Source: an optimization exercise on an open RTL-to-GDS flow (aim: small area, a short achievable clock period and few clock cycles per item). Production flows keep margins and buffers that such runs may drop.
Where RTL was checked, it was by simulation tests only, not by an equivalence proof against the original.

// wrs_fmd
module wrs_fmd (
    input  wire               clk,
    input  wire               rst,         
    input  wire               cfg_valid,
    input  wire        [15:0] cfg_gain,    
    input  wire               in_valid,
    output wire               in_ready,
    input  wire signed [15:0] in_i,
    input  wire signed [15:0] in_q,
    output wire               out_valid,
    input  wire               out_ready,
    output wire signed [15:0] out_y        
);
For scale: roughly 11000 cells after synthesis, ~1400 flip-flops, about 71 I/O pins, roughly 120000 sq um of cells after synthesis.
==> flow/config.mk <==
export PLATFORM = sky130hd
export DESIGN_NAME = wrs_fmd
export DESIGN_NICKNAME = wrs_fmd
export VERILOG_FILES = /design/flow/design.v
export SDC_FILE = /design/flow/constraint.sdc
export NUM_CORES = 4
export LEC_CHECK = 0
export CAP_MARGIN = 20
export CORE_MARGIN = 2
export CORE_UTILIZATION = 55
export CTS_CLUSTER_DIAMETER = 110
export CTS_CLUSTER_SIZE = 26
export PLACE_DENSITY = 0.7
export SLEW_MARGIN = 20
==> flow/constraint.sdc <==
create_clock -name core_clock -period 11.0 [get_ports {clk}]
set_input_delay 2.2000 -clock core_clock [delete_from_list [all_inputs] [get_ports {clk}]]
set_output_delay 2.2000 -clock core_clock [all_outputs]
set_load 0.01 [all_outputs]
standard.sh (not shown) runs the stock make flow with config.mk's settings and CLKGATE_MAP_FILE= SYNTH_SCRIPT=/design/flow/synth_recipe.tcl, a recipe that flattens the netlist after the stock synthesis.
==> flow/flow/run.sh <==
#!/bin/bash
# The standard layout (standard synthesis unchanged), with setup repair
# aiming further below the clock period.  make's output goes to
# standard.log; each ORFS step keeps its own log under orfs/logs/.
bash standard.sh SETUP_SLACK_MARGIN=6.75 finish > standard.log 2>&1
The first run completed without violations.
Testbench counts at the start, summed over its fixed seeds: cycles 4,264, items 4,096.
Rerun with:
Settings changed: CORE_UTILIZATION 55 to 40, CTS_CLUSTER_DIAMETER 110 to 100, CTS_CLUSTER_SIZE 26 to 22, PLACE_DENSITY 0.7 to 0.6.
What happened: The new run finished with timing, DRC and antenna clean; final cell count came out higher by 8.3%; worst hold slack gets worse by 0.047 ns; first-iteration DRC count came out lower by 11%; design area came out higher by 1.6%; sequential share of layout area came out lower by 0.53 points; wire length came out lower by 3.8%; maximum frequency came out lower by 2.8%.
Rerun with:
Settings changed: CORE_UTILIZATION 40 to 55, GPL_TIMING_DRIVEN set to 1, PLACE_DENSITY 0.6 to 0.7.
The changed run passed the timing, DRC and antenna checks. First-iteration DRC count came out higher by 13%. Routed wire length came out higher by 4.2%. Die area came out lower by 27%. Setup slack gains 0.063 ns. Non-clock buffer count came out lower by 24. Cell area came out lower by 1.5%. Area after synthesis stays the same.
Rerun with:
Settings changed: CORE_UTILIZATION 55 to 60, GPL_TIMING_DRIVEN 1 to unset, PLACE_DENSITY 0.7 to 0.72.
Effect: The changed run finished with timing, DRC and antenna clean; worst setup slack gets worse by 0.033 ns; area after synthesis does not change; clock skew went down by 0.012 ns; hold slack improved by 0.0041 ns.

========
== branch violet ==
wrs_fmd, a different RTL version from the one above (not shown whole).
Size in the first run: roughly 71 I/O pins, ~130000 sq um of cells after synthesis.
clock: 11.0 ns
lec_check: 0
cap_margin: 20
core_margin: 2
core_utilization: 40
place_density: 0.6
slew_margin: 20
run.sh (not shown) runs the stock make flow with config.mk's settings and CLKGATE_MAP_FILE= SYNTH_SCRIPT=/design/flow/synth_recipe.tcl, a recipe that flattens the netlist after the stock synthesis.
Stock flow here: none of the scripts above is used.
Inputs modified between branch violet and branch indigo:
Settings: SETUP_SLACK_MARGIN now 5, previously not set.
Findings:
branch violet and branch indigo all finish clean. From branch violet to branch indigo the numbers moved as follows: initial standard-cell utilization of the core closely matched the old numbers; highest attainable clock frequency saw an increase. Delta (branch indigo minus branch violet): largest driver fanout on the critical path saw an increase; total number of vias saw little to no change; number of antenna repair diodes saw an increase; non-clock buffer count saw an increase.
No functional check of the RTL was part of any run of this note.

========
RTL: one of the versions met above, not the one the previous note started from.
For scale: roughly 71 I/O pins.
clock: 11.0 ns
lec_check: 0
cap_margin: 20
core_margin: 2
core_utilization: 55
cts_cluster_diameter: 100
cts_cluster_size: 22
place_density: 0.7
slew_margin: 20
standard.sh (not shown) runs the stock make flow with config.mk's settings and CLKGATE_MAP_FILE= SYNTH_SCRIPT=/design/flow/synth_recipe.tcl, a recipe that flattens the netlist after the stock synthesis.
Scripts as last shown in full above: flow/flow/run.sh
Testbench counts at the start, summed over its fixed seeds: cycles 4,264, items 4,096.
Edit:
CORE_UTILIZATION = 65   (was 55)
PLACE_DENSITY = 0.8   (was 0.7)
Non-clock buffer count climbs by 31.
Die area shrinks by about a fifth.
Via count increases slightly.
Routed wire length decreases slightly.
Edit:
--- a/flow/flow/run.sh
+++ b/flow/flow/run.sh
@@ -5 +5 @@
-bash standard.sh SETUP_SLACK_MARGIN=6.75 finish > standard.log 2>&1
+bash standard.sh SETUP_SLACK_MARGIN=6.5 finish > standard.log 2>&1
CORE_UTILIZATION = 55   (was 65)
PLACE_DENSITY = 0.7   (was 0.8)
Outcome:
- core utilization shrinks by 11 points
- non-clock buffer count shrinks by 131
- fmax shrinks by 0.90%
- global-route usage shrinks by 4.9 points
- flip-flop and latch count does not change
- wire length shrinks by 0.38%
- worst setup slack is worse by 0.039 ns
- area after synthesis does not change
- design area shrinks by 1.1%
Edit:
--- a/flow/flow/run.sh
+++ b/flow/flow/run.sh
@@ -5 +5 @@
-bash standard.sh SETUP_SLACK_MARGIN=6.5 finish > standard.log 2>&1
+bash standard.sh SETUP_SLACK_MARGIN=7.0 finish > standard.log 2>&1
Non-clock buffer count is higher by 287. Core utilization is higher by 2.3 points. Clock-buffer cell count does not change. Register-to-register slack gets better by 0.06 ns. Via count increases by 2.0%.

========
Another version of the RTL of wrs_fmd (not shown whole).
Size in the first run: roughly 1400 flip-flops, about 0.12 mm² of cells after synthesis.
export LEC_CHECK = 0
export CAP_MARGIN = 20
export CORE_MARGIN = 2
export CORE_UTILIZATION = 40
export CTS_CLUSTER_DIAMETER = 100
export CTS_CLUSTER_SIZE = 22
export PLACE_DENSITY = 0.6
export SLEW_MARGIN = 20
create_clock -name core_clock -period 11.0 [get_ports {clk}]
==> flow/flow/run.sh <==
#!/bin/bash
# The standard layout (standard synthesis unchanged), with setup repair
# aiming further below the clock period.  make's output goes to
# standard.log; each ORFS step keeps its own log under orfs/logs/.
bash standard.sh SETUP_SLACK_MARGIN=6.75 finish > standard.log 2>&1
Testbench counts at the start, summed over its fixed seeds: cycles 4,264, items 4,096.
==> next run, changes <==
==> flow/flow/run.sh (replaced) <==
#!/bin/bash
# The standard layout (standard synthesis unchanged), with setup repair
# aiming further below the clock period.  make's output goes to
# standard.log; each ORFS step keeps its own log under orfs/logs/.
bash standard.sh SETUP_SLACK_MARGIN=7.0 finish > standard.log 2>&1
- CTS_CLUSTER_DIAMETER: 100 -> default
- CTS_CLUSTER_SIZE: 22 -> default
Count of clock-buffer cells in the layout came out higher by 105.
Via count rose by a few percent.
Sequential share of layout area goes down by 1.3 points.
Clock skew is higher by 0.0087 ns.
Final area rises by a few percent.
Cell count increases by a few percent.

========
Starting RTL as in the previous note.
==> flow/config.mk <==
export PLATFORM = sky130hd
export DESIGN_NAME = wrs_fmd
export DESIGN_NICKNAME = wrs_fmd
export VERILOG_FILES = /design/flow/design.v
export SDC_FILE = /design/flow/constraint.sdc
export NUM_CORES = 4
export LEC_CHECK = 0
export CAP_MARGIN = 20
export CORE_MARGIN = 2
export CORE_UTILIZATION = 40
export CTS_CLUSTER_DIAMETER = 100
export CTS_CLUSTER_SIZE = 22
export PLACE_DENSITY = 0.6
export SLEW_MARGIN = 20
==> flow/constraint.sdc <==
create_clock -name core_clock -period 11.0 [get_ports {clk}]
set_input_delay 2.2000 -clock core_clock [delete_from_list [all_inputs] [get_ports {clk}]]
set_output_delay 2.2000 -clock core_clock [all_outputs]
set_load 0.01 [all_outputs]
==> flow/flow/run.sh <==
#!/bin/bash
# The standard layout (standard synthesis unchanged), with setup repair
# aiming further below the clock period.  make's output goes to
# standard.log; each ORFS step keeps its own log under orfs/logs/.
bash standard.sh SETUP_SLACK_MARGIN=6.5 finish > standard.log 2>&1
The baseline ran to the end with no violations.
Testbench counts at the start, summed over its fixed seeds: cycles 4,264, items 4,096.
Rerun with:
ABC_AREA = 1   (was unset)
CTS_CLUSTER_DIAMETER = unset   (was 100)
CTS_CLUSTER_SIZE = unset   (was 22)
The changed run produced a clean layout.
Cell count is higher by 9.7%.
Fmax came out lower by 0.97%.
Rerun with:
ABC_AREA = unset   (was 1)
Outcome:
- The new run ran to the end with no violations
- clock skew fell by 0.020 ns
- design area fell slightly
- worst setup slack gets better by 0.011 ns
- cell count fell by a little under a tenth
- register-to-register slack hardly moves
- area after synthesis fell slightly

re-timing with driven ports:
In the flow no input, the clock included, has a driving cell. The finished layouts below were timed again as built, in two steps.
Step 1 (the two cells are an assumption about what drives the block):
set clk [get_ports {clk}]
set_driving_cell -lib_cell sky130_fd_sc_hd__clkbuf_16 $clk
set_driving_cell -lib_cell sky130_fd_sc_hd__buf_2 [delete_from_list [all_inputs] $clk]
Step 2 times the ports against the registers' clock, not the clock port: input delays grow and output delays shrink by t, the midpoint of the rising clock arrivals with the driver on.
a / b / c = ideal / step 1 / step 2; a / b = the first two.
run | shift t [ns] | setup WS [ns] | worst hold slack (ns) | slew at the worst register clock pin (ns) | cell pins on the clock port's net
the first run of note 1 | 0.840 | 6.727 / 6.727 / 6.348 | 0.421 / 0.421 / 0.421 | 0.11 / 0.11 | 1
the second run of note 1 | 0.926 | 6.604 / 6.604 / 6.366 | 0.374 / 0.374 / 0.374 | 0.10 / 0.10 | 1
the third run of note 1 | 0.853 | 6.667 / 6.667 / 6.393 | 0.400 / 0.400 / 0.400 | 0.10 / 0.10 | 1
the fourth run of note 1 | 0.838 | 6.634 / 6.634 / 6.329 | 0.404 / 0.404 / 0.404 | 0.10 / 0.10 | 1
branch violet | 0.936 | 4.459 / 4.459 / 4.459 | 0.391 / 0.391 / 0.391 | 0.07 / 0.07 | 1
branch indigo | 0.934 | 5.088 / 5.088 / 5.088 | 0.390 / 0.390 / 0.390 | 0.07 / 0.07 | 1
the first run of note 3 | 0.853 | 6.667 / 6.667 / 6.393 | 0.400 / 0.400 / 0.400 | 0.10 / 0.10 | 1
the second run of note 3 | 0.833 | 6.645 / 6.645 / 6.547 | 0.405 / 0.405 / 0.405 | 0.10 / 0.10 | 1
the third run of note 3 | 0.851 | 6.605 / 6.605 / 6.391 | 0.403 / 0.403 / 0.403 | 0.10 / 0.10 | 1
the fourth run of note 3 | 0.855 | 6.665 / 6.665 / 6.388 | 0.402 / 0.402 / 0.402 | 0.10 / 0.10 | 1
the first run of note 4 | 0.950 | 6.399 / 6.399 / 6.306 | 0.401 / 0.401 / 0.401 | 0.10 / 0.10 | 1
the second run of note 4 | 0.938 | 6.477 / 6.477 / 6.301 | 0.362 / 0.362 / 0.362 | 0.07 / 0.07 | 1
the first run of note 5 | 0.946 | 6.455 / 6.455 / 6.320 | 0.396 / 0.396 / 0.396 | 0.10 / 0.10 | 1
the second run of note 5 | 0.927 | 6.411 / 6.411 / 6.102 | 0.391 / 0.391 / 0.391 | 0.08 / 0.08 | 1
the third run of note 5 | 0.939 | 6.422 / 6.422 / 6.355 | 0.358 / 0.358 / 0.358 | 0.07 / 0.07 | 1
After both steps every run listed still meets setup and hold. The setup slack of the first run of note 1, which loses most, moves by 0.000 ns with the drivers and by -0.379 ns with both steps.
